Source: an optimization exercise on an open RTL-to-GDS flow (aim: small area, a short achievable clock period and few clock cycles per item). Production flows keep margins and buffers that such runs may drop. Where RTL was checked, it was by simulation tests only, not by an equivalence proof against the original. For runs 1 and 2, only the layout was checked, not whether the RTL still works. Power is estimated from default activity; no workload was simulated.

==> flow/design.v (outline; a module is shown in full before it is edited, if it fits) <==
// module chirp_correlator: 863 lines
// module csa_fa: 4 lines
// module chirp_radar_ranger: 214 lines
module chirp_radar_ranger (
    input  wire        clk,
    input  wire        rst,
    input  wire        key_valid,
    input  wire [7:0]  key_char,
    input  wire        in_valid,
    output wire        in_ready,
    input  wire [15:0] mic,
    input  wire [31:0] now,
    output reg         out_valid,
    input  wire        out_ready,
    output wire [15:0] out_left,
    output reg         out_last,
    output reg         ev_valid,
    output reg         ev_kind,       
    output reg  [7:0]  ev_char,
    output wire [5:0]  ev_index,
    output reg  [13:0] ev_dist,       
    output wire [27:0] ev_amp
);
  // ...
==> flow/flow/run.sh <==
#!/bin/bash
# The standard layout (the standard.sh: the standard synthesis,
# floorplan, placement, CTS, routing) at the design's clock period and
# constraints, with two settings passed on to ORFS:
#  - SETUP_SLACK_MARGIN: the resizer's setup repair aims for this much
#    slack, so it works the paths down towards the period the design can
#    reach rather than stopping once the design's period is met;
#  - BUFFER_PORTS_ARGS: the cell used for the buffer every port gets.
# The make output goes to standard_make.log; ORFS's own logs are kept under
# orfs/logs.
set -euo pipefail
MARGIN=$(cat flow/margin.txt)
PORTBUF=$(cat flow/portbuf.txt)
bash standard.sh "SETUP_SLACK_MARGIN=$MARGIN" "BUFFER_PORTS_ARGS=-buffer_cell $PORTBUF" finish > standard_make.log 2>&1
==> flow/flow/margin.txt <==
9.1
==> flow/flow/portbuf.txt <==
sky130_fd_sc_hd__buf_1
==> flow/standard.sh <==
#!/bin/bash
# synth_recipe.tcl (not shown) runs the flow's synth.tcl, then flattens the netlist and writes it again
# the make line also repeats each setting of config.mk as NAME=value (left out here)
make -C /OpenROAD-flow-scripts/flow DESIGN_CONFIG=/design/flow/config.mk WORK_HOME=/design/flow/orfs CLKGATE_MAP_FILE= SYNTH_SCRIPT=/design/flow/synth_recipe.tcl "${@:-finish}"
==> flow/config.mk <==
export PLATFORM = sky130hd
export DESIGN_NAME = chirp_radar_ranger
export DESIGN_NICKNAME = chirp_radar_ranger
export VERILOG_FILES = /design/flow/design.v
export SDC_FILE = /design/flow/constraint.sdc
export NUM_CORES = 4
export LEC_CHECK = 0
export CAP_MARGIN = 20
export CORE_MARGIN = 2
export CORE_UTILIZATION = 40
export CTS_CLUSTER_DIAMETER = 90
export CTS_CLUSTER_SIZE = 30
export SLEW_MARGIN = 20
export SYNTH_HIERARCHICAL = 1
==> flow/constraint.sdc <==
create_clock -name core_clock -period 13.0 [get_ports {clk}]
set_input_delay 2.6000 -clock core_clock [delete_from_list [all_inputs] [get_ports {clk}]]
set_output_delay 2.6000 -clock core_clock [all_outputs]
set_load 0.01 [all_outputs]
==> impl_metrics.tcl, run 1 <==
set metrics [dict create \
    clkTransAtPathRegs_ns 0.11 \
    peakVddDrop_mv 0.325 \
    outcome "finished clean" \
    areaGrowthSynthToFinish_pct 11.4 \
    seq_area_mm2 0.0144 \
    avgRoutedWirePerCell_um 22.8 \
    cp-end-kind "primary output" \
    arrival_ns 1.31 \
    first_global_vias 21075 \
    reg2reg_from "u_corr.win[13][6]" \
    synth_cells 2356 \
    cp.depth 2 \
    multi_input_area_share_pct 51.3 \
    die_area_mm2 0.0907 \
    timing.rr.end "u_corr.p1_14_4" \
    postCtsResizedCells 53 \
    use_met1_pct 25.8 \
    cpMaxStageDelayCell "edfxtp_1" \
    p_per_area_mw_per_mm2 213 \
    io_pins 138 \
    htree_levels 1 \
    wl_met1_um 35400 \
    power_mw 8.39 \
    synth_mux_area_share_pct 1.14 \
    rsz0062_at_grt "yes" \
    inverters 197 \
    maxCapViolations 0 \
    netSwitchingFraction_pct 41.2 \
    track_usage_pct 19.1 \
]
==> module chirp_radar_ranger, before the edit <==
module chirp_radar_ranger (
    input  wire        clk,
    input  wire        rst,
    input  wire        key_valid,
    input  wire [7:0]  key_char,
    input  wire        in_valid,
    output wire        in_ready,
    input  wire [15:0] mic,
    input  wire [31:0] now,
    output reg         out_valid,
    input  wire        out_ready,
    output wire [15:0] out_left,
    output reg         out_last,
    output reg         ev_valid,
    output reg         ev_kind,       
    output reg  [7:0]  ev_char,
    output wire [5:0]  ev_index,
    output reg  [13:0] ev_dist,       
    output wire [27:0] ev_amp
);
    localparam N          = 64;
    localparam R          = 16;
    localparam [23:0] TX_PERIOD_HI = 24'd1;    
    reg        rdy;             
    reg  [5:0] icnt;            
    assign in_ready = rdy;
    wire acc = in_valid && rdy;
    reg        v0;
    reg [15:0] mic0;
    reg [31:0] now0;
    reg        k0v;
    reg  [7:0] k0c;
    reg        key_pend;
    reg  [7:0] key_q;
    reg [31:0] next_tx;
    reg        armed;           
    reg  [5:0] zero_off;
    reg        blk_tx;          
    reg        blk_det;         
    reg        busy;            
    reg        recal_q;         
    reg        warn_q;          
    reg  [3:0] tail;            
    reg        tail_act;        
    reg        rep_v;           
    reg  [6:0] rep_rel;         
    wire first0 = (icnt == 6'd1);
    wire last0  = (icnt == 6'd0);
    wire lagok0 = (icnt >= R) || (icnt == 6'd0);      
    wire step   = v0 && first0;
    wire fired   = (now0 >= next_tx);
    wire det_now = armed && !fired;
    wire is_r    = (key_q == 8'h72);
    wire       tx_now  = step ? fired : blk_tx;
    reg  [7:0] chirp_n;         
    always @(*) begin
        case (icnt[3:0])
            4'd0:  chirp_n = 8'sd0;     4'd1:  chirp_n = 8'sd39;    4'd2:  chirp_n = 8'sd87;
            4'd3:  chirp_n = 8'sd119;   4'd4:  chirp_n = 8'sd92;    4'd5:  chirp_n = -8'sd9;
            4'd6:  chirp_n = -8'sd112;  4'd7:  chirp_n = -8'sd75;   4'd8:  chirp_n = 8'sd82;
            4'd9:  chirp_n = 8'sd86;    4'd10: chirp_n = -8'sd97;   4'd11: chirp_n = -8'sd35;
            4'd12: chirp_n = 8'sd118;   4'd13: chirp_n = -8'sd89;   4'd14: chirp_n = 8'sd8;
            default: chirp_n = 8'sd63;
        endcase
    end
    wire [7:0] left_nx = (tx_now && icnt < R) ? chirp_n : 8'd0;
    wire       last_nx = (icnt == N - 1);
    reg  [7:0] left_q;
    reg  [7:0] sk_left;
    reg        sk_last;
    assign out_left = {{8{left_q[7]}}, left_q};
    wire main_free = !out_valid || out_ready;
    always @(posedge clk) begin
        if (rst) begin
            rdy       <= 1'b0;
            out_valid <= 1'b0;
            icnt      <= 6'd0;
        end else begin
            rdy <= 1'b1;
            if (!rdy) begin
                if (main_free && out_valid) begin
                    left_q   <= sk_left;
                    out_last <= sk_last;
                end else if (out_valid) begin
                    rdy <= 1'b0;
                end
            end else if (acc) begin
                icnt <= icnt + 6'd1;
                if (main_free) begin
                    out_valid <= 1'b1;
                    left_q    <= left_nx;
                    out_last  <= last_nx;
                end else begin
                    sk_left <= left_nx;
                    sk_last <= last_nx;
                    rdy     <= 1'b0;
                end
            end else if (main_free) begin
                out_valid <= 1'b0;
            end
        end
    end
    always @(posedge clk) begin
        if (rst) begin
            v0  <= 1'b0;
            k0v <= 1'b0;
        end else begin
            v0  <= acc;
            k0v <= key_valid;
        end
        k0c  <= key_char;
        mic0 <= tail_nx ? 16'd0 : mic;
        now0 <= now;
    end
    wire        c_done;
    wire [5:0]  c_idx;
    wire [27:0] c_amp;
    wire        in_tail = tail_act;
    wire        tail_go = v0 && last0 && blk_det;
    wire        tail_nx = tail_go || (tail_act && tail != 4'd1);
    wire        c_shift = (v0 && (first0 || blk_det)) || in_tail;
    wire        c_lag   = (v0 && !first0 && blk_det && lagok0) || in_tail;
    wire        c_first = !in_tail && (icnt == R);
    wire        c_last  = (tail == 4'd1);
    assign ev_index = c_idx;
    assign ev_amp   = c_amp;
    chirp_correlator u_corr (
        .clk       (clk),
        .rst       (rst),
        .shift_en  (c_shift),
        .x         (mic0),
        .lag_v     (c_lag),
        .lag_first (c_first),
        .lag_last  (c_last),
        .done      (c_done),
        .best_idx  (c_idx),
        .best_amp  (c_amp)
    );
    always @(posedge clk) begin
        if (rst) begin
            key_pend  <= 1'b0;
            key_q     <= 8'd0;
            next_tx   <= 32'd0;
            armed     <= 1'b0;
            zero_off  <= 6'd0;
            blk_tx    <= 1'b0;
            blk_det   <= 1'b0;
            busy      <= 1'b0;
            recal_q   <= 1'b0;
            warn_q    <= 1'b0;
            tail      <= 4'd0;
            tail_act  <= 1'b0;
            rep_v     <= 1'b0;
            ev_valid  <= 1'b0;
        end else begin
            ev_valid <= 1'b0;
            rep_v    <= 1'b0;
            if (step) begin
                blk_tx  <= fired;
                blk_det <= det_now;
                armed   <= fired;
                if (fired)
                    next_tx <= {now0[31:8] + TX_PERIOD_HI, now0[7:0]};
                if (det_now)
                    busy <= 1'b1;
                if (key_pend && !is_r) begin
                    ev_char <= key_q;
                    if (busy)
                        warn_q <= 1'b1;
                    else begin
                        ev_valid <= 1'b1;
                        ev_kind  <= 1'b0;
                    end
                end
                if (key_pend && is_r) begin
                    if ((busy && !rep_v) || det_now)
                        recal_q <= 1'b1;
                    else
                        zero_off <= c_idx;
                end
            end
            tail_act <= tail_nx;
            if (tail_go)
                tail <= R - 1;
            else if (in_tail)
                tail <= tail - 4'd1;
            if (c_done) begin
                rep_v   <= 1'b1;
                rep_rel <= {1'b0, c_idx} - {1'b0, zero_off};
            end
            if (rep_v) begin
                busy      <= 1'b0;
                ev_valid  <= 1'b1;
                ev_kind   <= 1'b1;
                ev_dist   <= {{7{rep_rel[6]}}, rep_rel} * 14'd85;
                if (recal_q) begin
                    zero_off <= c_idx;
                    recal_q  <= 1'b0;
                end
            end
            if (warn_q && !busy) begin
                ev_valid <= 1'b1;
                ev_kind  <= 1'b0;
                warn_q   <= 1'b0;
            end
            if (k0v) begin
                key_pend <= 1'b1;
                key_q    <= k0c;
            end else if (step) begin
                key_pend <= 1'b0;
            end
        end
    end
endmodule
==> inputs of run 2 (changes only) <==
--- a/flow/design.v
+++ b/flow/design.v
@@ -921,13 +921,5 @@
     wire       tx_now  = step ? fired : blk_tx;
-    reg  [7:0] chirp_n;         
-    always @(*) begin
-        case (icnt[3:0])
-            4'd0:  chirp_n = 8'sd0;     4'd1:  chirp_n = 8'sd39;    4'd2:  chirp_n = 8'sd87;
-            4'd3:  chirp_n = 8'sd119;   4'd4:  chirp_n = 8'sd92;    4'd5:  chirp_n = -8'sd9;
-            4'd6:  chirp_n = -8'sd112;  4'd7:  chirp_n = -8'sd75;   4'd8:  chirp_n = 8'sd82;
-            4'd9:  chirp_n = 8'sd86;    4'd10: chirp_n = -8'sd97;   4'd11: chirp_n = -8'sd35;
-            4'd12: chirp_n = 8'sd118;   4'd13: chirp_n = -8'sd89;   4'd14: chirp_n = 8'sd8;
-            default: chirp_n = 8'sd63;
-        endcase
-    end
+    localparam [127:0] CHIRP_TAB = {8'h3F, 8'h08, 8'hA7, 8'h76, 8'hDD, 8'h9F, 8'h56, 8'h52,
+                                    8'hB5, 8'h90, 8'hF7, 8'h5C, 8'h77, 8'h57, 8'h27, 8'h00};
+    wire [7:0] chirp_n = CHIRP_TAB[{icnt[3:0], 3'b000} +: 8];      
     wire [7:0] left_nx = (tx_now && icnt < R) ? chirp_n : 8'd0;
==> run 2 against run 1 <==
Against the previous run:
- still clean
- register-to-register slack gained 0.03 ns
- clock power about the same
- via count decreased by 0.52%
- first-iteration DRC count fell by 15%
- utilization up 0.37 points
- global-route usage up 0.32 points
- synthesized area down 1.0%
- critical path type unchanged
- largest power group unchanged
==> impl_metrics.tcl, run 2 <==
set metrics [dict create \
    outcome "finished clean" \
    ctsHoldBuffers 0 \
    pre_cts_slack_ns 8.34 \
    cts_sinks 560 \
    fin_crit_sh_pct 30.3 \
    report.final.slew_viol_count 0 \
    drive_above_1_share_pct 9.82 \
    pwr-share-seq_pct 28.0 \
    start_kind "flip-flop" \
    areaGrowthSynthToFinish_pct 11.9 \
    routed_wl_um 87200 \
    num_rows 108 \
    yosys_warnings 9 \
    finalSetupViolCount 0 \
    cp-end-kind "primary output" \
    die_area_mm2 0.0898 \
    crit_type "flip-flop to primary output" \
    cts-root-buf "clkbuf_16" \
    largest_reg_flops 224 \
    synth_cells 2349 \
    netSwitchingFraction_pct 41.4 \
    place_congestion 0.930 \
    drc 0 \
    yosysTopAreaCell "fa_1" \
    path_max_fanout 9 \
    start_util_pct 40.3 \
    clkTransAtPathRegs_ns 0.10 \
    arrival_ns 1.34 \
    totalNegativeSetupSlack_ns 0 \
    dp_hpwl_um 70000 \
    tightest_slew_ns 0.758 \
    yosys-top-cells-area "fa_1 38%, edfxtp_1 26%, dfxtp_1 15%, ha_1 5.3%, inv_1 2.0%" \
    track_usage_pct 19.5 \
    regMostFlops "u_corr.win" \
    intPower_mw 4.85 \
    p_per_area_mw_per_mm2 211 \
    ys_ff_latch 560 \
    grt_max_degree 78 \
    first_global_vias 21059 \
    clock_path_buffers 3 \
    ant_nets 0 \
    p_comb_share_pct 57.3 \
    cpMaxStageDelayCell "edfxtp_1" \
    critPathMaxStageDelay_ns 0.42 \
    peakVddDrop_mv 0.310 \
    cts_tree "yes" \
    power.leakage_nw 14.4 \
    final_cell_mix "657 x fa_1, 304 x edfxtp_1, 247 x dfxtp_1" \
    p_switching_mw 3.42 \
    path_cells "buf_12 -> clkbuf_2" \
    synthFlopType "edfxtp_1" \
    vias 19298 \
    holdCritPathClass "flip-flop to flip-flop" \
    maxCapViolations 0 \
    ys_types 79 \
    synthTopCellsByCount "663 x fa_1, 304 x edfxtp_1, 256 x dfxtp_1" \
    max_freq_ghz 0.254 \
    clock_latency_ns 0.64 \
    coreArea_mm2 0.0868 \
    nets 3465 \
    relSlewSlack_pct 49.4 \
    io_pins 138 \
    diodes 0 \
    numCtsBuffers 30 \
    p_clk_share_pct 14.7 \
    reg2reg_from "u_corr.win[11][10]" \
    synth_edf_count 304 \
    yosysTopAreaCellShare_pct 37.9 \
    layout_commonest_cell "fa_1" \
    synth_most_common_cell "fa_1" \
    hp-start "u_corr.p1_0_0" \
    cp-startpoint "left_q[7]" \
    fp.dieH_um 300 \
    rsz0062_at_grt "yes" \
    yosysSeqAreaShare_pct 40.7 \
    avgSynthCellArea_um2 14.9 \
    grt_pass1_wl_um 130000 \
    fin_crit_ns 3.94 \
    hold_viol 0 \
    reg_top3 "u_corr.win: 224 flops, next_tx: 32 flops, now0: 32 flops" \
    grt_remaining_overflow 0 \
    fp.dieW_um 300 \
    drtPass1Iterations 5 \
    avgRoutedWirePerCell_um 23.1 \
    grt_antenna_before_repair 8 \
    cp.required_ns 10.40 \
    fin_ws_ns 9.06 \
    vias_per_cell 5.12 \
    clock_skew_ns 0.0284 \
    async_flop_share_pct 0 \
    portBuffers 135 \
    htree_levels 1 \
    drt_iter0_markers 1249 \
    synth_area_mm2 0.0350 \
]
[run 2: path summary, 6_finish.rpt]
kind	to	slack [ns]	depth (start not counted)
setup / recovery	out_left[12]	9.06	2
hold / removal	u_corr.corr[0]	0.33	0
setup reg to reg	u_corr.p1_11_2	9.15	8
hold reg to reg	u_corr.corr[0]	0.33	0
[run 2: kinds of logic (layout without fill, tap and decap cells)]
family,count (synthesis),after routing,share of synthesized area (%)
AO/OA/AOI/OAI,214,214,4.03
XOR/XNOR,110,110,2.75
adder cells (fa/ha/maj),812,812,43.3
buffers and inverters,227,492,2.61
flip-flops,560,560,40.7
multiplexers,36,36,1.03
other,1,2,0.0107
AND/OR/NAND/NOR,389,390,5.54
[run 2: worst max-delay path: cells and delay by family (launching register included)]
kind | cells | cell delay (ns)
buffers and inverters | 2 | 0.28
DFF | 1 | 0.42
[run 2: per-module statistics from Yosys (local to each module, per instance)]
module              flip-flops and latches  cells  area, µm²  times used
csa_fa                                   0      1       20.0         654
chirp_correlator                       386    928      13900           1
chirp_radar_ranger                     174    767       7960           1
[run 2: power groups by stage]
| stage | logic [mW] | registers, mW | clock network (mW) |
|---|---|---|---|
| after floorplan | 3.38 | 2.29 | 0 |
| after detailed placement | 4.30 | 2.37 | 0 |
| final | 4.74 | 2.32 | 1.21 |
| after global placement | 4.23 | 2.36 | 0 |
| after CTS | 4.38 | 2.33 | 1.25 |
| after global routing | 5.32 | 2.35 | 1.31 |
[run 2: layout make-up]
cell class                 instances  area (µm²)
clock buffer                      34         797
inverter                         186         702
clock inverter                    22         352
fill                            7698       47600
timing repair buffer             250        1560
tap                             1155        1450
sequential                       560       14300
multi-input combinational       1564       20000
[run 2: stage by stage]
stage / hold WS [ns] / cells / area (µm²) / utilization (%) / power [mW]
after floorplan: 0.310 / 2350 / 35000 / - / 5.67
after global placement: 0.318 / 3604 / 36800 / 42.4 / 6.59
after detailed placement: 0.313 / 3605 / 36800 / 42.4 / 6.67
after CTS: 0.337 / 3688 / 38300 / 44.2 / 7.96
after global routing: 0.346 / 3771 / 39100 / 45.1 / 8.98
final: 0.334 / 3771 / 39100 / 45.1 / 8.27
[run 2: layer usage]
metal	part of all wire (%)	GRT usage, %	vias to the layer above
li1	-	-	8356
met1	41	25.5	10135
met2	49	33.1	668
met3	6.3	3.44	131
met4	3.4	6.04	8
met5	0.053	0	-
[run 2: timing repair]
| item | in CTS | in global routing |
|---|---|---|
| buffers inserted | 27 | 82 |
| pin swaps | 1 | 10 |
| gates resized for setup | 47 | 46 |
| endpoints found under the hold margin | 0 | 0 |
| endpoints found under the setup margin | 234 | 227 |
| gates cloned | 0 | 1 |
==> inputs of run 3 (changes only) <==
--- a/flow/design.v
+++ b/flow/design.v
@@ -902,2 +902,3 @@
     reg [31:0] next_tx;
+    reg        nt_set;          
     reg        armed;           
@@ -917,3 +918,3 @@
     wire step   = v0 && first0;
-    wire fired   = (now0 >= next_tx);
+    wire fired   = !nt_set || (now0 >= next_tx);      
     wire det_now = armed && !fired;
@@ -1000,4 +1001,3 @@
             key_pend  <= 1'b0;
-            key_q     <= 8'd0;
-            next_tx   <= 32'd0;
+            nt_set    <= 1'b0;
             armed     <= 1'b0;
@@ -1020,4 +1020,6 @@
                 armed   <= fired;
-                if (fired)
+                if (fired) begin
                     next_tx <= {now0[31:8] + TX_PERIOD_HI, now0[7:0]};
+                    nt_set  <= 1'b1;
+                end
                 if (det_now)
--- a/flow/config.mk
+++ b/flow/config.mk
@@ -14 +14,2 @@
 export SYNTH_HIERARCHICAL = 1
+export TNS_END_PERCENT = 5
==> run 3 against run 2 <==
Against the previous run:
- highest routed layer is now met4
- combinational power is 8.2% lower
- largest power group unchanged
- still clean
- non-clock buffer count is 107 lower
- maximum frequency down 2.8%
==> impl_metrics.tcl, run 3 <==
set metrics [dict create \
    avgRoutedWirePerCell_um 23.2 \
    arrival_ns 4.60 \
    fp.dieH_um 299 \
    ys_types 75 \
    grt_max_degree 147 \
    yosysTopAreaCellShare_pct 38.1 \
    finalSetupViolCount 0 \
    nets 3269 \
    totalNegativeSetupSlack_ns 0 \
    cts_sinks 561 \
    drtPass1Iterations 5 \
    intPower_mw 4.59 \
    vias_per_cell 5.11 \
    vias 18278 \
    fin_crit_ns 4.05 \
    final_cells 3576 \
    clkTransAtPathRegs_ns 0.11 \
    cp-end-kind "flip-flop" \
    start_kind "flip-flop" \
    seq_area_mm2 0.0147 \
    drt_iter0_markers 1490 \
    cts-root-buf "clkbuf_16" \
    outcome "finished clean" \
    synthFlopType "edfxtp_1" \
    netSwitchingFraction_pct 41.8 \
    place_congestion 0.940 \
    p_clk_share_pct 15.3 \
    numCtsBuffers 30 \
    track_usage_pct 18.8 \
    start_util_pct 40.3 \
    path_max_fanout 5 \
    largest_reg_flops 224 \
    pre_cts_slack_ns 7.91 \
    report.final.slew_viol_count 0 \
    synth_most_common_cell "fa_1" \
    maxCapViolations 0 \
    yosys_warnings 9 \
    htree_levels 1 \
    dpl.cell_count 3515 \
    synth_area_mm2 0.0348 \
    holdCritPathClass "flip-flop to flip-flop" \
    p_comb_share_pct 55.1 \
    synth_cells 2247 \
    cp.required_ns 13.54 \
    synthTopCellsByCount "662 x fa_1, 344 x edfxtp_1, 217 x dfxtp_1" \
    areaGrowthSynthToFinish_pct 8.91 \
    fin_ws_ns 8.95 \
    yosys-top-cells-area "fa_1 38%, edfxtp_1 30%, dfxtp_1 12%, ha_1 5.4%, inv_1 2.0%" \
    ant_nets 0 \
    hold_viol 0 \
    drive_above_1_share_pct 4.34 \
    first_global_vias 19988 \
    ctsHoldBuffers 0 \
    io_pins 138 \
    power_mw 7.89 \
    n_fill_cell 7720 \
    crit_type "flip-flop to flip-flop" \
    peakVddDrop_mv 0.299 \
    regMostFlops "u_corr.win" \
    synth_edf_count 344 \
    grt_pass1_wl_um 126000 \
    cts_tree "yes" \
    r2r_slack_ns 8.95 \
    clock_latency_ns 0.65 \
    ys_ff_latch 561 \
    tightest_slew_ns 1.12 \
    num_rows 108 \
    p_per_area_mw_per_mm2 208 \
    p_switching_mw 3.30 \
    grt_remaining_overflow 0 \
    rsz0062_at_grt "yes" \
    dp_hpwl_um 67700 \
    pwr-share-seq_pct 29.6 \
    portBuffers 135 \
    diodes 0 \
    power.leakage_nw 14.0 \
    die_area_mm2 0.0894 \
    final_cell_mix "661 x fa_1, 344 x edfxtp_1, 214 x dfxtp_1" \
    yosysSeqAreaShare_pct 42.1 \
    routed_wl_um 83000 \
    coreArea_mm2 0.0865 \
    drc 0 \
    fin_crit_sh_pct 31.2 \
    layout_commonest_cell "fa_1" \
    yosysTopAreaCell "fa_1" \
    fp.dieW_um 299 \
    relSlewSlack_pct 25.5 \
    async_flop_share_pct 0 \
    clock_skew_ns 0.0448 \
    avgSynthCellArea_um2 15.5 \
    max_freq_ghz 0.247 \
    reg_top3 "u_corr.win: 224 flops, next_tx: 32 flops, now0: 32 flops" \
    grt_antenna_before_repair 1 \
    multi_input_area_mm2 0.0194 \
    hold_slack_ns 0.346 \
    clock_path_buffers 3 \
]
-- run 3: per-layer routing --
metal	up-vias	track usage (%)	part of all wire, %	routed length, µm
met3	93	2.36	5.7	4720
met2	581	31.4	49	40700
li1	7835	-	-	-
met1	9769	26.3	43	35400
met5	-	0	0	0
met4	0	4.75	2.6	2140
-- run 3: modules after synthesis (local to each module, per instance) --
module              copies in the design  area (µm²)  cells inside  flops+latches
chirp_radar_ranger                     1        7790           665            175
chirp_correlator                       1       13900           928            386
csa_fa                               654        20.0             1              0
-- run 3: path summary, 6_finish.rpt --
| kind | start | end | depth (start not counted) |
|---|---|---|---|
| hold / removal | u_corr.p1_0_0 | u_corr.corr[0] | 0 |
| hold reg to reg | u_corr.p1_0_0 | u_corr.corr[0] | 0 |
| setup reg to reg | u_corr.win[13][4] | u_corr.p1_11_2 | 8 |
| setup / recovery | u_corr.win[13][4] | u_corr.p1_11_2 | 8 |
-- run 3: kinds of logic after synthesis --
logic type,Yosys count,synth area share [%]
AOI/OAI and AO/OA,184,3.43
xor gates and xnor gates,110,2.77
adders and majority gates,811,43.4
buffers and inverters,214,2.45
DFF,561,42.1
muxes,27,0.809
other,1,0.0108
and+or+nand+nor,339,4.96
-- run 3: cell type report --
| type | instances | area share [%] |
|---|---|---|
| clock inverter | 21 | 0.825 |
| inverter | 188 | 1.87 |
| sequential | 561 | 38.7 |
| timing repair buffer | 143 | 1.53 |
| clock buffer | 35 | 2.17 |
| tap | 1155 | 3.81 |
| multi-input combinational | 1473 | 51.1 |
-- run 3: per-stage QoR --
step	util, %	cell area (µm²)
after floorplan	-	34800
after global placement	42.4	36700
after detailed placement	42.4	36700
after CTS	43.7	37800
after global routing	43.8	37900
final	43.8	37900
-- run 3: worst max-delay path, cell delays in order (launching register included) --
cell and delay, ns:
edfxtp_1 0.77, fa_1 0.54, fa_1 0.55, inv_1 0.09, fa_1 0.43, fa_1 0.49, fa_1 0.58, inv_1 0.08
fa_1 0.42
-- run 3: power by group through the flow --
stage | Combinational [mW] | Sequential (mW) | Clock (mW)
global placement | 4.23 | 2.38 | 0
CTS | 4.32 | 2.34 | 1.24
detailed placement | 4.30 | 2.38 | 0
finish | 4.35 | 2.34 | 1.20
floorplan | 3.36 | 2.31 | 0
global route | 4.93 | 2.36 | 1.29
-- run 3: what timing repair did --
action,in CTS,in global routing
setup endpoints to repair,82,104
resized for setup,4,13
buffers inserted,0,5
pin swaps,0,1
Testbench counts of run 3, summed over its fixed seeds: cycles 32,776, items 32,768.
==> inputs of run 4 (changes only) <==
--- a/flow/config.mk
+++ b/flow/config.mk
@@ -14,2 +14,2 @@
 export SYNTH_HIERARCHICAL = 1
-export TNS_END_PERCENT = 5
+export TNS_END_PERCENT = 40
==> run 4 against run 3 <==
Against the previous run:
- still clean on timing, DRC and antenna
- final cell count is 1.5% higher
- sequential power is essentially flat
- setup slack improved by 0.13 ns
- first-iteration DRC count fell by 0.34%
- sequential cell count did not move
==> impl_metrics.tcl, run 4 <==
set metrics [dict create \
    cts_tree "yes" \
    ys_types 75 \
    avgSynthCellArea_um2 15.5 \
    ant_nets 0 \
    cpMaxStageDelayCell "edfxtp_1" \
    critical_path.top_delay_family "flip-flops" \
    clock_path_buffers 3 \
    yosysSeqAreaShare_pct 42.1 \
    tightest_slew_ns 1.07 \
    synth_edf_count 344 \
    nets 3321 \
    vias_per_cell 5.09 \
    cts_sinks 561 \
    yosysTopAreaCellShare_pct 38.1 \
    areaGrowthSynthToFinish_pct 10.5 \
    cp.buffers_inverters 1 \
    start_kind "flip-flop" \
    clock_latency_ns 0.65 \
    ctsHoldBuffers 0 \
    hold_viol 0 \
    p_per_area_mw_per_mm2 213 \
    yosysTopAreaCell "fa_1" \
    p_switching_mw 3.42 \
    cp.depth 1 \
    pwr-share-seq_pct 28.5 \
    coreArea_mm2 0.0865 \
    fp.dieW_um 299 \
    start_util_pct 40.3 \
    final_cells 3628 \
    report.final.slew_viol_count 0 \
    ys_ff_latch 561 \
    vias 18473 \
    intPower_mw 4.78 \
    dp_hpwl_um 67700 \
    grt_remaining_overflow 0 \
    grt_max_degree 147 \
    cp.required_ns 10.40 \
    io_pins 138 \
    largest_reg_flops 224 \
    synthFlopType "edfxtp_1" \
    n_fill_cell 7676 \
    netSwitchingFraction_pct 41.7 \
    final_cell_mix "657 x fa_1, 344 x edfxtp_1, 214 x dfxtp_1" \
    first_global_vias 19988 \
    numCtsBuffers 30 \
    cp-end-kind "primary output" \
    totalNegativeSetupSlack_ns 0 \
    synth_most_common_cell "fa_1" \
    clkTransAtPathRegs_ns 0.11 \
    drtPass1Iterations 5 \
    crit_type "flip-flop to primary output" \
    finalCoreUtilization_pct 44.5 \
    dpl.cell_count 3515 \
    outcome "finished clean" \
    path_cells "buf_1" \
    grt_pass1_wl_um 126000 \
    arrival_ns 1.33 \
    fin_crit_ns 3.93 \
    track_usage_pct 18.8 \
    grt_antenna_before_repair 1 \
    whs_path_depth 0 \
    r2r_cells 7 \
    async_flop_share_pct 0 \
    path_max_fanout 2 \
    drt_iter0_markers 1485 \
    die_area_mm2 0.0894 \
    yosys-top-cells-area "fa_1 38%, edfxtp_1 30%, dfxtp_1 12%, ha_1 5.4%, inv_1 2.0%" \
    synthTopCellsByCount "662 x fa_1, 344 x edfxtp_1, 217 x dfxtp_1" \
    critPathMaxStageDelay_ns 0.51 \
    drc 0 \
    yosys_warnings 9 \
    avgRoutedWirePerCell_um 23.1 \
    maxCapViolations 0 \
    holdCritPathClass "flip-flop to flip-flop" \
    htree_levels 1 \
    synth_cells 2247 \
    cts-root-buf "clkbuf_16" \
    finalSetupViolCount 0 \
    reg_top3 "u_corr.win: 224 flops, next_tx: 32 flops, now0: 32 flops" \
    power.leakage_nw 14.2 \
    max_freq_ghz 0.255 \
    fp.dieH_um 299 \
    num_rows 108 \
    power_mw 8.20 \
    p_clk_share_pct 14.7 \
    clock_skew_ns 0.0468 \
    rsz0062_at_grt "yes" \
    fin_crit_sh_pct 30.2 \
    place_congestion 0.940 \
    p_comb_share_pct 56.8 \
    regMostFlops "u_corr.win" \
    hold_slack_ns 0.347 \
    portBuffers 135 \
    layout_commonest_cell "fa_1" \
    peakVddDrop_mv 0.353 \
    synth_area_mm2 0.0348 \
    relSlewSlack_pct 28.4 \
    routed_wl_um 83600 \
    drive_above_1_share_pct 6.87 \
    diodes 0 \
]
-- run 4: logic make-up after synthesis --
| group | synth area share, % |
|---|---|
| buffers and inverters | 2.45 |
| adder cells (fa/ha/maj) | 43.4 |
| other | 0.0108 |
| AND/OR/NAND/NOR | 4.96 |
| AO/OA/AOI/OAI | 3.43 |
| multiplexers | 0.809 |
| XOR/XNOR | 2.77 |
| flip-flops | 42.1 |
-- run 4: path summary, 6_finish.rpt --
kind,start,endpoint,slack [ns]
hold / removal,u_corr.p1_0_0,u_corr.corr[0],0.35
setup / recovery,u_corr.amp[10],ev_amp[10],9.07
hold reg to reg,u_corr.p1_0_0,u_corr.corr[0],0.35
setup reg to reg,u_corr.win[11][5],u_corr.p1_8_2,9.13
-- run 4: metal layers --
metal	vias to the layer above	GRT usage [%]	part of all wire (%)
li1	7944	-	-
met1	9865	26.3	43
met2	566	31.4	49
met3	98	2.36	5.3
met4	0	4.75	2.7
met5	-	0	0
-- run 4: power groups by stage --
stage               combinational [mW]  sequential (mW)  clock, mW
floorplan                         3.36             2.31          0
global placement                  4.23             2.38          0
detailed placement                4.30             2.38          0
CTS                               4.32             2.34       1.24
global route                      5.24             2.36       1.29
finish                            4.66             2.34       1.20
-- run 4: repair_timing --
action | in CTS | in global routing
pin swaps | 0 | 10
setup buffers | 0 | 57
resized for setup | 4 | 37
endpoints found under the hold margin | 0 | 0
endpoints found under the setup margin | 82 | 104
-- run 4: per-stage QoR --
stage	setup slack [ns]	cell area (µm²)
after floorplan	8.46	34800
after global placement	7.98	36700
after detailed placement	7.91	36700
after CTS	8.92	37800
after global routing	8.98	38500
final	9.07	38500
-- run 4: cell type report --
class	count	area (µm²)	share of cell area, %
multi-input cells	1473	19500	50.6
repair buffers	195	1020	2.65
inverters	188	709	1.84
clock inverters	21	313	0.813
clock buffers	35	822	2.14
flip-flops and latches	561	14700	38.2
well taps	1155	1450	3.76
-- run 4: Yosys stat by module (local to each module, per instance) --
module	cells	cell area, µm²
csa_fa	1	20.0
chirp_radar_ranger	665	7790
chirp_correlator	928	13900
==> inputs of run 5 (changes only) <==
==> flow/flow/margin.txt (replaced) <==
9.2
--- a/flow/config.mk
+++ b/flow/config.mk
@@ -14,2 +14 @@
 export SYNTH_HIERARCHICAL = 1
-export TNS_END_PERCENT = 40
==> run 5 against run 4 <==
Against the previous run:
- still clean on timing, DRC and antenna
- setup slack improved by 0.022 ns
- critical path depth rose by 1
- clock-buffer cell count fell by 1
- synthesized area did not move
- clock skew fell by 0.0069 ns
- sequential share of layout area fell by 1.4 points
- non-clock buffer count rose by 132
- critical path type unchanged
- highest routed layer is now met5
==> impl_metrics.tcl, run 5 <==
set metrics [dict create \
    outcome "finished clean" \
    synth_xor_area_share_pct 2.77 \
    grt_pass1_wl_um 130000 \
    yosysTopAreaCell "fa_1" \
    drc 0 \
    yosys.area_share.adder_pct 43.4 \
    totalNegativeSetupSlack_ns 0 \
    holdCritPathClass "flip-flop to flip-flop" \
    nets 3454 \
    fin_crit_ns 3.90 \
    rsz0062_at_grt "yes" \
    synthTopCellsByCount "662 x fa_1, 344 x edfxtp_1, 217 x dfxtp_1" \
    yosys.area_share.simple_pct 4.96 \
    p_per_area_mw_per_mm2 218 \
    synth_compound_area_share_pct 3.43 \
    fp.dieW_um 299 \
    finalSetupViolCount 0 \
    yosysTopAreaCellShare_pct 38.1 \
    netSwitchingFraction_pct 41.2 \
    numCtsBuffers 30 \
    clock_latency_ns 0.66 \
    async_flop_share_pct 0 \
    largest_reg_flops 224 \
    clock_skew_ns 0.0400 \
    path_max_fanout 5 \
    synthFlopType "edfxtp_1" \
    fin_crit_sh_pct 30.0 \
    diodes 0 \
    vias 18906 \
    synth_top_family_by_area "adder cells" \
    start_util_pct 40.3 \
    cts-root-buf "clkbuf_16" \
    p_switching_mw 3.59 \
    htree_levels 1 \
    cts_tree "yes" \
    synth_most_common_cell "fa_1" \
    dp_hpwl_um 68200 \
    report.final.slew_viol_count 0 \
    vias_per_cell 5.03 \
    place_congestion 0.921 \
    critical_path.top_delay_family "flip-flops" \
    io_pins 138 \
    synth_cells 2247 \
    p_comb_share_pct 59.7 \
    cp.required_ns 10.40 \
    yosysSeqAreaShare_pct 42.1 \
    coreArea_mm2 0.0865 \
    regMostFlops "u_corr.win" \
    ys_types 75 \
    cp-end-kind "primary output" \
    cp.buffers_inverters 2 \
    synth_mux_area_share_pct 0.809 \
    p_clk_share_pct 13.5 \
    cts_sinks 561 \
    pwr-share-seq_pct 26.7 \
    clkTransAtPathRegs_ns 0.11 \
    drt_iter0_markers 1483 \
    num_rows 108 \
    yosys_warnings 9 \
    critPathMaxStageDelay_ns 0.39 \
    synth_edf_count 344 \
    final_cell_mix "626 x fa_1, 344 x edfxtp_1, 206 x dfxtp_1" \
    clock_path_buffers 3 \
    layout_commonest_cell "fa_1" \
    power.leakage_nw 15.1 \
    synth_area_mm2 0.0348 \
    grt_max_degree 85 \
    avgSynthCellArea_um2 15.5 \
    crit_type "flip-flop to primary output" \
    track_usage_pct 19.6 \
    relSlewSlack_pct 18.7 \
    hold_slack_ns 0.345 \
    cpMaxStageDelayCell "edfxtp_1" \
    stdcell_area_mm2 0.0400 \
    maxCapViolations 0 \
    intPower_mw 5.14 \
    routed_wl_um 86500 \
    portBuffers 135 \
    drtPass1Iterations 6 \
    postPlaceCellArea_mm2 0.0367 \
    reg_top3 "u_corr.win: 224 flops, next_tx: 32 flops, now0: 32 flops" \
    areaGrowthSynthToFinish_pct 14.8 \
    drive_above_1_share_pct 15.9 \
    ant_nets 0 \
    fp.dieH_um 299 \
    ys_ff_latch 561 \
    path_cells "buf_4 -> clkbuf_2" \
    grt_remaining_overflow 0 \
    die_area_mm2 0.0894 \
    power_mw 8.73 \
    peakVddDrop_mv 0.403 \
    yosys-top-cells-area "fa_1 38%, edfxtp_1 30%, dfxtp_1 12%, ha_1 5.4%, inv_1 2.0%" \
    hold_viol 0 \
    avgRoutedWirePerCell_um 23.0 \
    start_kind "flip-flop" \
    max_freq_ghz 0.256 \
    grt_antenna_before_repair 8 \
    tightest_slew_ns 1.21 \
    first_global_vias 20928 \
    arrival_ns 1.30 \
]
[run 5: cell counts after synthesis]
No cell type changed its count.
[run 5: area by class of cell]
| class | count | area (µm²) |
|---|---|---|
| multi-input cells | 1474 | 19700 |
| well taps | 1155 | 1450 |
| repair buffers | 327 | 2290 |
| inverters | 188 | 709 |
| clock buffers | 34 | 830 |
| fillers | 7545 | 46500 |
| flip-flops and latches | 561 | 14700 |
| clock inverters | 22 | 292 |
[run 5: worst register-to-register path, cell delays in order, from the launching register on]
cell,delay (ns)
edfxtp_1,0.64
fa_1,0.59
fa_1,0.52
inv_1,0.07
fa_1,0.47
fa_1,0.40
fa_1,0.47
fa_1,0.49
[run 5: final timing paths]
check                      from        endpoint  slack [ns]  cells after the start
max                   left_q[7]    out_left[12]        9.10                      2
min               u_corr.p1_0_0  u_corr.corr[0]        0.34                      0
max reg2reg  u_corr.win[13][12]  u_corr.p1_21_1        9.20                      7
min reg2reg       u_corr.p1_0_0  u_corr.corr[0]        0.34                      0
[run 5: kinds of logic (layout without fill, tap and decap cells)]
| family | after synthesis | in the layout |
|---|---|---|
| fa+ha+maj | 811 | 811 |
| compound gates | 184 | 184 |
| simple gates | 339 | 340 |
| xor+xnor | 110 | 110 |
| buf+inv | 214 | 571 |
| flops | 561 | 561 |
| mux | 27 | 27 |
| other cells | 1 | 2 |
[run 5: Yosys stat by module, one instance, submodules excluded]
module | flops+latches | copies in the design
chirp_correlator | 386 | 1
chirp_radar_ranger | 175 | 1
csa_fa | 0 | 654
[run 5: metrics by stage]
step	setup WS, ns	instances	util [%]
floorplan	9.07	2248	-
global placement	8.30	3517	42.4
CTS	9.05	3708	45.4
detailed placement	8.23	3517	42.4
finish	9.10	3761	46.2
global route	9.00	3761	46.2
[run 5: power by group through the flow]
stage	Sequential (mW)	Combinational [mW]	Clock, mW
after detailed placement	2.39	4.30	0
after floorplan	2.31	3.36	0
final	2.33	5.21	1.18
after global placement	2.38	4.21	0
after CTS	2.34	4.71	1.21
after global routing	2.36	5.80	1.27
[run 5: per-layer routing]
metal	share of wire (%)	track usage [%]
met4	3.2	5.76
met3	7.4	4.46
met1	41	26.1
met5	0.11	0
met2	48	32.1
[run 5: repair_timing]
item / 4_1_cts / 5_1_grt
setup endpoints to repair: 200 / 117
hold buffers: 0 / 0
gates cloned: 1 / 0
resized for setup: 119 / 98
pin swaps: 13 / 40
setup buffers: 134 / 53
==> inputs of run 6 (changes only) <==
==> flow/flow/margin.txt (replaced) <==
9.1
==> run 6 against run 5 <==
Against the previous run:
- still clean
- utilization shrank 1.5 points
- sequential cell count stayed put
- sequential power about the same
- wire length fell by 2.8%
- clock skew down 0.0062 ns
- global-route usage down 0.39 points
- clock power is essentially flat
- final area is 3.3% lower
- register-to-register slack lost 0.07 ns
- non-clock buffer count is 115 lower
- first-iteration DRC count shrank 6.5%
- critical path type unchanged
- critical endpoint is now out_left[15]
- highest routed layer unchanged
==> impl_metrics.tcl, run 6 <==
set metrics [dict create \
    path_max_fanout 9 \
    crit_type "flip-flop to primary output" \
    arrival_ns 1.30 \
    htree_levels 1 \
    yosys-top-cells-area "fa_1 38%, edfxtp_1 30%, dfxtp_1 12%, ha_1 5.4%, inv_1 2.0%" \
    outcome "finished clean" \
    place_congestion 0.923 \
    power.leakage_nw 14.4 \
    r2r_slack_ns 9.13 \
    start_util_pct 40.3 \
    maxCapViolations 0 \
    synthTopCellsByCount "662 x fa_1, 344 x edfxtp_1, 217 x dfxtp_1" \
    async_flop_share_pct 0 \
    use_met3_pct 3.84 \
    die_area_mm2 0.0894 \
    n_fill_cell 7704 \
    dp_hpwl_um 68200 \
    stdcell_area_mm2 0.0387 \
    peakVddDrop_mv 0.313 \
    grt_use_met2_pct 31.2 \
    cts_sinks 561 \
    fin_crit_sh_pct 30.0 \
    ys_types 75 \
    timing.rr.end "u_corr.p1_16_3" \
    grt-busiest-layer "met2" \
    synthFlopType "edfxtp_1" \
    synth_most_common_cell "fa_1" \
    fp.dieH_um 299 \
    drt_iter0_markers 1386 \
    critPathCapture "out_left[15]" \
    coreArea_mm2 0.0865 \
    p_per_area_mw_per_mm2 211 \
    grt_max_degree 153 \
    tightest_slew_ns 0.992 \
    hold_viol 0 \
    seq_area_mm2 0.0147 \
    track_usage_pct 19.2 \
    yosysTopAreaCellShare_pct 38.1 \
    drive_above_1_share_pct 8.63 \
    fp.dieW_um 299 \
    holdCritPathClass "flip-flop to flip-flop" \
    yosysSeqAreaShare_pct 42.1 \
    use_met1_pct 26.0 \
    nets 3338 \
    max_freq_ghz 0.256 \
    start_kind "flip-flop" \
    rsz0062_at_grt "yes" \
    reg_top3 "u_corr.win: 224 flops, next_tx: 32 flops, now0: 32 flops" \
    grt_pass1_wl_um 127000 \
    grt_antenna_before_repair 5 \
    layout_commonest_cell "fa_1" \
    fin_crit_ns 3.90 \
    power_mw 8.14 \
    clock_skew_ns 0.0337 \
    synth_edf_count 344 \
    vias 18362 \
    largest_reg_flops 224 \
    finalCoreUtilization_pct 44.7 \
    ant_nets 0 \
    numCtsBuffers 30 \
    portBuffers 135 \
    totalNegativeSetupSlack_ns 0 \
    final_cell_mix "658 x fa_1, 344 x edfxtp_1, 208 x dfxtp_1" \
    postPlaceCellArea_mm2 0.0367 \
    avgRoutedWirePerCell_um 23.0 \
    multi_input_area_mm2 0.0195 \
    drc 0 \
    relSlewSlack_pct 33.8 \
    synth_cells 2247 \
    drtPass1Iterations 5 \
    clock_path_buffers 3 \
    finalSetupViolCount 0 \
    areaGrowthSynthToFinish_pct 11.0 \
    num_rows 108 \
    avgSynthCellArea_um2 15.5 \
    cts-root-buf "clkbuf_16" \
    yosys_warnings 9 \
    ys_ff_latch 561 \
    yosysTopAreaCell "fa_1" \
    cp.required_ns 10.40 \
    clock_latency_ns 0.65 \
    reg2reg_from "u_corr.win[3][8]" \
    first_global_vias 20514 \
    clkTransAtPathRegs_ns 0.11 \
    cts_tree "yes" \
    r2r_cells 7 \
    cp-end-kind "primary output" \
    ctsHoldBuffers 0 \
    io_pins 138 \
    synth_area_mm2 0.0348 \
    vias_per_cell 5.04 \
    grt_remaining_overflow 0 \
    report.final.slew_viol_count 0 \
    cp-startpoint "left_q[7]" \
    routed_wl_um 84000 \
    regMostFlops "u_corr.win" \
]
## run 6: area by class of cell
class                      instances  area share (%)
antenna                            1         0.00647
sequential                       561            38.0
clock buffer                      36            2.22
multi-input combinational       1473            50.4
timing repair buffer             212            3.00
tap                             1155            3.74
inverter                         188            1.84
clock inverter                    20           0.845
## run 6: cell families (layout without fill, tap and decap cells)
| logic type | Yosys count | after routing | synth area share [%] |
|---|---|---|---|
| adders and majority gates | 811 | 811 | 43.4 |
| xor gates and xnor gates | 110 | 110 | 2.77 |
| other | 1 | 3 | 0.0108 |
| muxes | 27 | 27 | 0.809 |
| DFF | 561 | 561 | 42.1 |
| AOI/OAI and AO/OA | 184 | 184 | 3.43 |
| buffers and inverters | 214 | 456 | 2.45 |
| and+or+nand+nor | 339 | 339 | 4.96 |
## run 6: stage by stage
| step | setup slack, ns | std cells | hold WS [ns] |
|---|---|---|---|
| after floorplan | 9.07 | 2248 | 0.310 |
| after CTS | 9.03 | 3584 | 0.356 |
| after global routing | 9.02 | 3645 | 0.360 |
| after global placement | 8.20 | 3516 | 0.324 |
| after detailed placement | 8.16 | 3516 | 0.319 |
| final | 9.10 | 3646 | 0.349 |
## run 6: worst min-delay path by stage
stage                   from        endpoint  slack, ns  depth (start not counted)
2_1_floorplan  u_corr.p1_0_0  u_corr.corr[0]       0.31                          0
3_3_place_gp   u_corr.p1_0_0  u_corr.corr[0]       0.32                          0
3_5_place_dp   u_corr.p1_0_0  u_corr.corr[0]       0.32                          0
4_1_cts        u_corr.p1_0_0  u_corr.corr[0]       0.36                          0
5_1_grt        u_corr.p1_0_0  u_corr.corr[0]       0.36                          0
6_report       u_corr.p1_0_0  u_corr.corr[0]       0.35                          0
## run 6: repair_timing
item / CTS / global route
cloned: 0 / 0
resized for setup: 41 / 27
setup endpoints to repair: 79 / 63
pin swaps: 1 / 7
setup buffers: 12 / 61
## run 6: critical path, cell delays in order, from the launching register on
cell,delay (ns)
edfxtp_1,0.39
buf_6,0.14
buf_2,0.13
## run 6: power breakdown
| group | internal (mW) | leakage, nW | switching (mW) |
|---|---|---|---|
| Combinational | 2.07 | 8.88 | 2.53 |
| Sequential | 2.18 | 4.94 | 0.163 |
| Clock | 0.538 | 0.562 | 0.671 |
| Total | 4.78 | 14.4 | 3.36 |
## run 6: modules after synthesis, one instance, submodules excluded
module              area (µm²)  flip-flops and latches  times used
chirp_correlator         13900                     386           1
chirp_radar_ranger        7790                     175           1
csa_fa                    20.0                       0         654
## run 6: per-layer routing
metal | part of all wire [%] | vias to the layer above
li1 | - | 7960
met1 | 42 | 9698
met2 | 48 | 576
met3 | 6.4 | 122
met4 | 3.3 | 6
met5 | 0.052 | -
==> inputs of run 7 (changes only) <==
--- a/flow/config.mk
+++ b/flow/config.mk
@@ -10,4 +10,4 @@
 export CORE_UTILIZATION = 40
-export CTS_CLUSTER_DIAMETER = 90
-export CTS_CLUSTER_SIZE = 30
+export CTS_CLUSTER_DIAMETER = 100
+export CTS_CLUSTER_SIZE = 36
 export SLEW_MARGIN = 20
==> run 7 against run 6 <==
Against the previous run:
- sequential power barely moved
- critical endpoint unchanged
- critical path depth unchanged
- sequential cell count did not move
- hold slack better by 0.0045 ns
- global-route usage barely moved
- non-clock buffer count grew 8
- synthesized cell count did not move
- highest routed layer unchanged
- via count grew 1.2%
- still clean on timing, DRC and antenna
==> impl_metrics.tcl, run 7 <==
set metrics [dict create \
    cts_sinks 561 \
    synthTopCellsByCount "662 x fa_1, 344 x edfxtp_1, 217 x dfxtp_1" \
    hold_viol 0 \
    cts_tree "yes" \
    vias 18580 \
    final_cell_mix "659 x fa_1, 344 x edfxtp_1, 208 x dfxtp_1" \
    grt_remaining_overflow 0 \
    maxCapViolations 0 \
    fin_crit_ns 3.88 \
    use_met3_pct 3.08 \
    diodes 0 \
    regMostFlops "u_corr.win" \
    dp_hpwl_um 68200 \
    finalSetupViolCount 0 \
    relSlewSlack_pct 24.5 \
    routed_wl_um 84200 \
    yosys_warnings 9 \
    grt_antenna_before_repair 4 \
    largest_reg_flops 224 \
    grt_max_degree 153 \
    ctsHoldBuffers 0 \
    report.final.slew_viol_count 0 \
    avgRoutedWirePerCell_um 23.1 \
    cts-root-buf "clkbuf_16" \
    clock_path_buffers 3 \
    use_met1_pct 26.7 \
    multi_input_area_mm2 0.0195 \
    yosys-top-cells-area "fa_1 38%, edfxtp_1 30%, dfxtp_1 12%, ha_1 5.4%, inv_1 2.0%" \
    synthFlopType "edfxtp_1" \
    grt_use_met2_pct 31.5 \
    fp.dieW_um 299 \
    yosysTopAreaCell "fa_1" \
    p_per_area_mw_per_mm2 211 \
    finalCoreUtilization_pct 44.7 \
    arrival_ns 1.28 \
    holdCritPathClass "flip-flop to flip-flop" \
    fp.dieH_um 299 \
    avgSynthCellArea_um2 15.5 \
    vias_per_cell 5.09 \
    cp.required_ns 10.40 \
    hold_slack_ns 0.353 \
    crit_type "flip-flop to primary output" \
    drc 0 \
    n_fill_cell 7704 \
    numCtsBuffers 28 \
    tightest_slew_ns 1.13 \
    rsz0062_at_grt "yes" \
    power.leakage_nw 14.4 \
    synth_edf_count 344 \
    synth_most_common_cell "fa_1" \
    clkTransAtPathRegs_ns 0.12 \
    grt_pass1_wl_um 128000 \
    num_rows 108 \
    track_usage_pct 19.2 \
    synth_area_mm2 0.0348 \
    drtPass1Iterations 5 \
    reg_top3 "u_corr.win: 224 flops, next_tx: 32 flops, now0: 32 flops" \
    ant_nets 0 \
    ys_types 75 \
    die_area_mm2 0.0894 \
    htree_levels 1 \
    io_pins 138 \
    grt-busiest-layer "met2" \
    peakVddDrop_mv 0.340 \
    yosysSeqAreaShare_pct 42.1 \
    portBuffers 135 \
    layout_commonest_cell "fa_1" \
    drive_above_1_share_pct 8.94 \
    yosysTopAreaCellShare_pct 38.1 \
    areaGrowthSynthToFinish_pct 11.1 \
    fin_crit_sh_pct 29.8 \
    max_freq_ghz 0.258 \
    place_congestion 0.923 \
    cp-end-kind "primary output" \
    start_util_pct 40.3 \
    clock_skew_ns 0.0408 \
    totalNegativeSetupSlack_ns 0 \
    synth_cells 2247 \
    seq_area_mm2 0.0147 \
    clock_latency_ns 0.65 \
    start_kind "flip-flop" \
    coreArea_mm2 0.0865 \
    outcome "finished clean" \
    nets 3344 \
    ys_ff_latch 561 \
    path_max_fanout 9 \
    power_mw 8.18 \
    drt_iter0_markers 1440 \
    async_flop_share_pct 0 \
    first_global_vias 20542 \
]
## run 7: cell count changes in the layout (fill, tap and decap cells not counted), sizes merged
cell,before,now
inv,194,197
buf,207,213
clkbuf,41,36
clkinv,11,12
bufinv,1,0
diode,1,0
## run 7: power by group
part | switching [mW] | internal, mW | leakage (nW)
clock network | 0.698 | 0.470 | 0.526
registers | 0.164 | 2.18 | 4.94
logic | 2.56 | 2.11 | 8.94
## run 7: cells by family (layout without fill, tap and decap cells)
family | count (synthesis) | count (layout) | synth area share (%)
buffers and inverters | 214 | 460 | 2.45
muxes | 27 | 27 | 0.809
and+or+nand+nor | 339 | 339 | 4.96
DFF | 561 | 561 | 42.1
other | 1 | 2 | 0.0108
adders and majority gates | 811 | 811 | 43.4
AOI/OAI and AO/OA | 184 | 184 | 3.43
xor gates and xnor gates | 110 | 110 | 2.77
## run 7: timing repair
action / 4_1_cts / 5_1_grt
resized for setup: 40 / 37
pin swaps: 1 / 7
endpoints found under the hold margin: 0 / 0
setup buffers: 13 / 68
endpoints found under the setup margin: 78 / 73
## run 7: per-stage QoR
stage	cell area, µm²	setup slack (ns)	cells
floorplan	34900	9.07	2248
global route	38700	9.06	3649
detailed placement	36700	8.16	3516
finish	38700	9.12	3649
CTS	38000	9.07	3581
global placement	36700	8.20	3516
## run 7: worst max-delay path, cell delays in order (launching register included)
cell      delay (ns)
edfxtp_1        0.39
buf_6           0.14
buf_2           0.13
## run 7: final timing paths
| check | from | end | slack, ns | cells after the start |
|---|---|---|---|---|
| max | left_q[7] | out_left[15] | 9.12 | 2 |
| min reg2reg | u_corr.p1_0_0 | u_corr.corr[0] | 0.35 | 0 |
| max reg2reg | u_corr.win[13][6] | u_corr.p1_11_2 | 9.13 | 8 |
| min | u_corr.p1_0_0 | u_corr.corr[0] | 0.35 | 0 |
## run 7: final cells by class
class | count | area share (%)
Clock buffer | 29 | 1.88
Clock inverter | 23 | 1.02
Inverter | 188 | 1.83
Multi-Input combinational cell | 1473 | 50.4
Sequential cell | 561 | 38.0
Tap cell | 1155 | 3.73
Timing Repair Buffer | 220 | 3.19
## run 7: Yosys stat by module (local to each module, per instance)
module,times used,cells,area [µm²]
chirp_radar_ranger,1,665,7790
csa_fa,654,1,20.0
chirp_correlator,1,928,13900
## run 7: metal layers
metal	vias up	part of all wire (%)	wire (µm)
met4	4	3.2	2660
li1	7966	-	-
met2	545	48	40500
met5	-	0.031	26
met1	9945	43	36500
met3	120	5.4	4550
==> inputs of run 8 (changes only) <==
--- a/flow/design.v
+++ b/flow/design.v
@@ -897,6 +897,5 @@
     reg [31:0] now0;
-    reg        k0v;
-    reg  [7:0] k0c;
-    reg        key_pend;
+    reg        key_pend;        
     reg  [7:0] key_q;
+    reg        key0;            
     reg [31:0] next_tx;
@@ -920,3 +919,3 @@
     wire det_now = armed && !fired;
-    wire is_r    = (key_q == 8'h72);
+    wire is_r    = (ev_char == 8'h72);
     wire       tx_now  = step ? fired : blk_tx;
@@ -963,10 +962,6 @@
     always @(posedge clk) begin
-        if (rst) begin
-            v0  <= 1'b0;
-            k0v <= 1'b0;
-        end else begin
-            v0  <= acc;
-            k0v <= key_valid;
-        end
-        k0c  <= key_char;
+        if (rst)
+            v0 <= 1'b0;
+        else
+            v0 <= acc;
         mic0 <= tail_nx ? 16'd0 : mic;
@@ -1026,4 +1021,3 @@
                     busy <= 1'b1;
-                if (key_pend && !is_r) begin
-                    ev_char <= key_q;
+                if (key0 && !is_r) begin
                     if (busy)
@@ -1035,3 +1029,3 @@
                 end
-                if (key_pend && is_r) begin
+                if (key0 && is_r) begin
                     if ((busy && !rep_v) || det_now)
@@ -1066,6 +1060,10 @@
             end
-            if (k0v) begin
+            if (acc && icnt == 6'd0) begin
+                key0    <= key_pend;
+                ev_char <= key_q;
+            end
+            if (key_valid) begin
                 key_pend <= 1'b1;
-                key_q    <= k0c;
-            end else if (step) begin
+                key_q    <= key_char;
+            end else if (acc && icnt == 6'd0) begin
                 key_pend <= 1'b0;
==> flow/flow/margin.txt (replaced) <==
9.15
--- a/flow/config.mk
+++ b/flow/config.mk
@@ -10,4 +10,4 @@
 export CORE_UTILIZATION = 40
-export CTS_CLUSTER_DIAMETER = 100
-export CTS_CLUSTER_SIZE = 36
+export CTS_CLUSTER_DIAMETER = 90
+export CTS_CLUSTER_SIZE = 30
 export SLEW_MARGIN = 20
==> run 8 against run 7 <==
Against the previous run:
- still clean on timing, DRC and antenna
- hold slack about the same
- clock skew fell by 0.0054 ns
- global-route usage rose by 0.063 points
- maximum frequency increased by 0.62%
- final area grew 0.76%
- utilization grew 0.34 points
- clock power grew 6%
- die area about the same
- power increased by 2.6%
- non-clock buffer count is 32 higher
==> impl_metrics.tcl, run 8 <==
set metrics [dict create \
    outcome "finished clean" \
    clock_latency_ns 0.59 \
    reg_top3 "u_corr.win: 224 flops, next_tx: 32 flops, now0: 32 flops" \
    drtPass1Iterations 5 \
    clock_skew_ns 0.0355 \
    synth_xor_area_share_pct 2.77 \
    cp.buffers_inverters 2 \
    start_kind "flip-flop" \
    start_util_pct 40.2 \
    cts-root-buf "clkbuf_16" \
    async_flop_share_pct 0 \
    pwr-share-seq_pct 27.3 \
    numCtsBuffers 34 \
    relSlewSlack_pct 27.6 \
    cp.required_ns 10.40 \
    vias_per_cell 5.12 \
    synth_most_common_cell "fa_1" \
    grt_antenna_before_repair 5 \
    peakVddDrop_mv 0.365 \
    clock_path_buffers 3 \
    drc 0 \
    drt_iter0_markers 1611 \
    ant_nets 0 \
    wl_met2_um 39900 \
    holdCritPathClass "flip-flop to flip-flop" \
    path_cells "buf_2 -> buf_1" \
    fp.dieW_um 299 \
    finalSetupViolCount 0 \
    critPathMaxStageDelay_ns 0.39 \
    areaGrowthSynthToFinish_pct 12.0 \
    p_clk_share_pct 14.7 \
    portBuffers 135 \
    synthFlopType "edfxtp_1" \
    pre_cts_slack_ns 8.70 \
    synth_top_family_by_area "adder cells" \
    synth_edf_count 345 \
    grt_max_degree 81 \
    final_cell_mix "649 x fa_1, 345 x edfxtp_1, 199 x dfxtp_1" \
    report.final.slew_viol_count 0 \
    cts_tree "yes" \
    critical_path.top_delay_family "flip-flops" \
    dpl.cell_count 3517 \
    yosys_warnings 9 \
    p_comb_share_pct 57.9 \
    yosysTopAreaCellShare_pct 38.1 \
    final_cells 3688 \
    hold_viol 0 \
    cp-end-kind "primary output" \
    dp_hpwl_um 68900 \
    clkTransAtPathRegs_ns 0.10 \
    routed_wl_um 85300 \
    cpMaxStageDelayCell "edfxtp_1" \
    netSwitchingFraction_pct 41.4 \
    fin_crit_ns 3.85 \
    power.leakage_nw 14.5 \
    synth_mux_area_share_pct 0.877 \
    yosys.area_share.simple_pct 5.15 \
    io_pins 138 \
    regMostFlops "u_corr.win" \
    ys_types 77 \
    synthTopCellsByCount "662 x fa_1, 345 x edfxtp_1, 208 x dfxtp_1" \
    yosysTopAreaCell "fa_1" \
    layout_commonest_cell "fa_1" \
    rsz0062_at_grt "yes" \
    fin_ws_ns 9.15 \
    ctsHoldBuffers 0 \
    first_global_vias 20281 \
    dr_wl_met3_um 7710 \
    cts_sinks 553 \
    p_switching_mw 3.47 \
    yosysSeqAreaShare_pct 41.7 \
    place_congestion 0.938 \
    grt_pass1_wl_um 128000 \
    htree_levels 2 \
    synth_area_mm2 0.0348 \
    grt_remaining_overflow 0 \
    track_usage_pct 19.3 \
    crit_type "flip-flop to primary output" \
    totalNegativeSetupSlack_ns 0 \
    ys_ff_latch 553 \
    max_freq_ghz 0.260 \
    p_per_area_mw_per_mm2 215 \
    num_rows 108 \
    avgSynthCellArea_um2 15.5 \
    arrival_ns 1.25 \
    finalCoreUtilization_pct 45.1 \
    largest_reg_flops 224 \
    nets 3379 \
    avgRoutedWirePerCell_um 23.1 \
    yosys-top-cells-area "fa_1 38%, edfxtp_1 30%, dfxtp_1 12%, ha_1 5.4%, inv_1 2.0%" \
    vias 18889 \
    die_area_mm2 0.0894 \
    wl_met1_um 35700 \
    yosys.area_share.adder_pct 43.4 \
    tightest_slew_ns 1.08 \
    synth_cells 2248 \
    fp.dieH_um 299 \
    drive_above_1_share_pct 10.9 \
    path_max_fanout 4 \
    synth_compound_area_share_pct 3.52 \
    intPower_mw 4.92 \
    fin_crit_sh_pct 29.6 \
    top_layer "met5" \
    coreArea_mm2 0.0865 \
    maxCapViolations 0 \
]
run 8: cell types whose count changed after synthesis, moves of 4 or more:
cell / delta
nor2_1: -10
nand2_1: -13
dfxtp_1: -9
mux2_4: +4
o21ai_0: -4
mux2_2: -5
nor3_1: +5
nand2b_1: +9
run 8: path summary, 6_finish.rpt:
kind                      from             end  slack (ns)  cells after the start
max                  left_q[7]    out_left[10]        9.15                      2
min              u_corr.p1_0_0  u_corr.corr[0]        0.35                      0
max reg2reg  u_corr.win[13][6]  u_corr.p1_11_2        9.19                      9
min reg2reg      u_corr.p1_0_0  u_corr.corr[0]        0.35                      0
run 8: cells by family (layout without fill, tap and decap cells):
family,Yosys count,count (layout)
other,1,3
flip-flops,553,553
AO/OA/AOI/OAI,184,184
adder cells (fa/ha/maj),811,811
XOR/XNOR,110,110
buffers and inverters,220,503
AND/OR/NAND/NOR,341,341
multiplexers,28,28
run 8: what timing repair did:
action	4_1_cts	5_1_grt
setup buffers	33	76
setup endpoints to repair	143	157
pin swaps	2	18
gates resized for setup	28	59
run 8: metrics by stage:
| step | power, mW | area, µm² | hold WS [ns] |
|---|---|---|---|
| global route | 9.13 | 39000 | 0.357 |
| finish | 8.39 | 39000 | 0.353 |
| global placement | 6.58 | 36700 | 0.318 |
| CTS | 8.01 | 38200 | 0.351 |
| floorplan | 5.66 | 34900 | 0.310 |
| detailed placement | 6.68 | 36700 | 0.326 |
run 8: power groups by stage:
stage               registers [mW]  logic (mW)  clock network [mW]
CTS                           2.30        4.44                1.28
global placement              2.33        4.25                   0
global route                  2.32        5.48                1.33
finish                        2.29        4.86                1.24
detailed placement            2.34        4.34                   0
floorplan                     2.29        3.37                   0
run 8: area by class of cell:
| type | count | area (µm²) |
|---|---|---|
| clock buffers | 37 | 883 |
| flip-flops and latches | 553 | 14500 |
| well taps | 1155 | 1450 |
| diodes | 1 | 2.50 |
| inverters | 190 | 713 |
| repair buffers | 252 | 1450 |
| fillers | 7618 | 47500 |
| multi-input cells | 1476 | 19600 |
| clock inverters | 24 | 309 |
run 8: modules after synthesis (local to each module, per instance):
| module | cell area, µm² | flops+latches |
|---|---|---|
| chirp_radar_ranger | 7780 | 167 |
| chirp_correlator | 13900 | 386 |
| csa_fa | 20.0 | 0 |
run 8: metal layers:
| metal | up-vias | GRT usage [%] |
|---|---|---|
| met3 | 100 | 5.32 |
| met2 | 790 | 30.6 |
| met4 | 4 | 4.73 |
| met1 | 9941 | 26.3 |
| met5 | - | 0 |
| li1 | 8054 | - |
Testbench counts of run 8, summed over its fixed seeds: cycles 32,776, items 32,768.
==> inputs of run 9 (changes only) <==
==> flow/flow/margin.txt (replaced) <==
9.1
==> run 9 against run 8 <==
Against the previous run:
- final area down 1.3%
- clock power about the same
- via count down 1.5%
- setup slack worse by 0.0086 ns
- die area unchanged
- first-iteration DRC count is 4.7% lower
==> impl_metrics.tcl, run 9 <==
set metrics [dict create \
    clock_path_buffers 3 \
    tightest_slew_ns 0.883 \
    areaGrowthSynthToFinish_pct 10.6 \
    path_max_fanout 5 \
    reg_top3 "u_corr.win: 224 flops, next_tx: 32 flops, now0: 32 flops" \
    maxCapViolations 0 \
    nets 3319 \
    yosysTopAreaCellShare_pct 38.1 \
    ys_types 77 \
    fin_crit_ns 3.86 \
    critical_path.top_delay_family "adder cells" \
    synthTopCellsByCount "662 x fa_1, 345 x edfxtp_1, 208 x dfxtp_1" \
    path_common_cell "fa_1" \
    clock_skew_ns 0.0344 \
    clock_latency_ns 0.59 \
    synth_most_common_cell "fa_1" \
    yosysTopAreaCell "fa_1" \
    clkTransAtPathRegs_ns 0.10 \
    io_pins 138 \
    numCtsBuffers 34 \
    peakVddDrop_mv 0.335 \
    finalSetupViolCount 0 \
    drt_iter0_markers 1536 \
    n_fill_cell 7637 \
    drive_above_1_share_pct 7.61 \
    intPower_mw 4.98 \
    report.final.slew_viol_count 0 \
    coreArea_mm2 0.0865 \
    hold_viol 0 \
    cts_sinks 553 \
    grt_max_degree 81 \
    drc 0 \
    grt_pass1_wl_um 127000 \
    finalCoreUtilization_pct 44.5 \
    largest_reg_flops 224 \
    avgRoutedWirePerCell_um 23.3 \
    p_per_area_mw_per_mm2 219 \
    fp.dieW_um 299 \
    start_kind "flip-flop" \
    yosys-top-cells-area "fa_1 38%, edfxtp_1 30%, dfxtp_1 12%, ha_1 5.4%, inv_1 2.0%" \
    portBuffers 135 \
    power.leakage_nw 14.2 \
    rsz0062_at_grt "yes" \
    final_cells 3628 \
    critPathMaxStageDelay_ns 0.56 \
    synth_edf_count 345 \
    fp.dieH_um 299 \
    layout_commonest_cell "fa_1" \
    die_area_mm2 0.0894 \
    async_flop_share_pct 0 \
    grt_antenna_before_repair 5 \
    netSwitchingFraction_pct 40.9 \
    avgSynthCellArea_um2 15.5 \
    outcome "finished clean" \
    grt_remaining_overflow 0 \
    pwr-share-seq_pct 27.2 \
    p_switching_mw 3.45 \
    drtPass1Iterations 5 \
    routed_wl_um 84600 \
    cpMaxStageDelayCell "fa_1" \
    ant_nets 0 \
    place_congestion 0.938 \
    vias 18602 \
    p_comb_share_pct 58.2 \
    num_rows 108 \
    max_freq_ghz 0.259 \
    cp.required_ns 13.47 \
    vias_per_cell 5.13 \
    fin_crit_sh_pct 29.7 \
    cts-root-buf "clkbuf_16" \
    synthFlopType "edfxtp_1" \
]
==> run 9: power groups by stage <==
stage	Sequential, mW	Clock, mW	Combinational, mW
after floorplan	2.29	0	3.37
after global placement	2.33	0	4.25
after detailed placement	2.34	0	4.34
after CTS	2.30	1.28	4.42
after global routing	2.32	1.33	5.53
final	2.29	1.23	4.90
==> run 9: stage by stage <==
step,power (mW),worst slack (ns),hold slack [ns],instance area [µm²]
6_report,8.43,9.14,0.352,38500
5_1_grt,9.18,9.05,0.357,38500
4_1_cts,8.00,9.10,0.351,38000
3_5_place_dp,6.68,8.70,0.326,36700
3_3_place_gp,6.58,8.85,0.318,36700
2_1_floorplan,5.66,9.07,0.310,34900
==> run 9: path summary, 6_finish.rpt <==
| kind | startpoint | endpoint | slack, ns | depth (start not counted) |
|---|---|---|---|---|
| setup / recovery | u_corr.win[2][6] | u_corr.p1_8_2 | 9.14 | 7 |
| hold / removal | u_corr.p1_0_0 | u_corr.corr[0] | 0.35 | 0 |
| setup reg to reg | u_corr.win[2][6] | u_corr.p1_8_2 | 9.14 | 7 |
| hold reg to reg | u_corr.p1_0_0 | u_corr.corr[0] | 0.35 | 0 |
==> run 9: cell type report <==
type	count	area, µm²	area share (%)
Inverter	190	713	1.85
Clock inverter	24	309	0.803
Timing Repair Buffer	192	967	2.51
Tap cell	1155	1450	3.76
Multi-Input combinational cell	1476	19600	51.0
Antenna cell	1	2.50	0.00650
Sequential cell	553	14500	37.8
Clock buffer	37	883	2.30
==> run 9: metal layers <==
layer / part of all wire (%) / routed length [µm] / vias to the layer above / track usage, %
met2: 47 / 39600 / 694 / 30.6
li1: - / - / 7933 / -
met1: 42 / 35900 / 9881 / 26.3
met4: 2.1 / 1750 / 4 / 4.45
met3: 8.6 / 7240 / 90 / 5.34
met5: 0.038 / 32 / - / 0
==> run 9: worst reg2reg max path: stages (launching register included) <==
cell and delay (ns):
edfxtp_1 0.54, buf_4 0.20, fa_1 0.53, fa_1 0.52
fa_1 0.56, fa_1 0.45, fa_1 0.46, fa_1 0.47
==> run 9: cell families (layout without fill, tap and decap cells) <==
logic type                 after synthesis  after routing  share of synthesized area, %
muxes                                   28             28                         0.877
adders and majority gates              811            811                          43.4
AOI/OAI and AO/OA                      184            184                          3.52
DFF                                    553            553                          41.7
other                                    1              3                        0.0108
and+or+nand+nor                        341            341                          5.15
xor gates and xnor gates               110            110                          2.77
buffers and inverters                  220            443                          2.52
==> run 9: per-module statistics from Yosys, one instance, submodules excluded <==
module / flip-flops and latches / area [µm²]
csa_fa: 0 / 20.0
chirp_radar_ranger: 167 / 7780
chirp_correlator: 386 / 13900
==> run 9: repair_timing <==
item                                   CTS  global route
hold buffers                             0             0
setup endpoints to repair              120           108
resized for setup                       15            38
pin swaps                                2             8
setup buffers                            9            40
endpoints found under the hold margin    0             0
gates cloned                             0             0
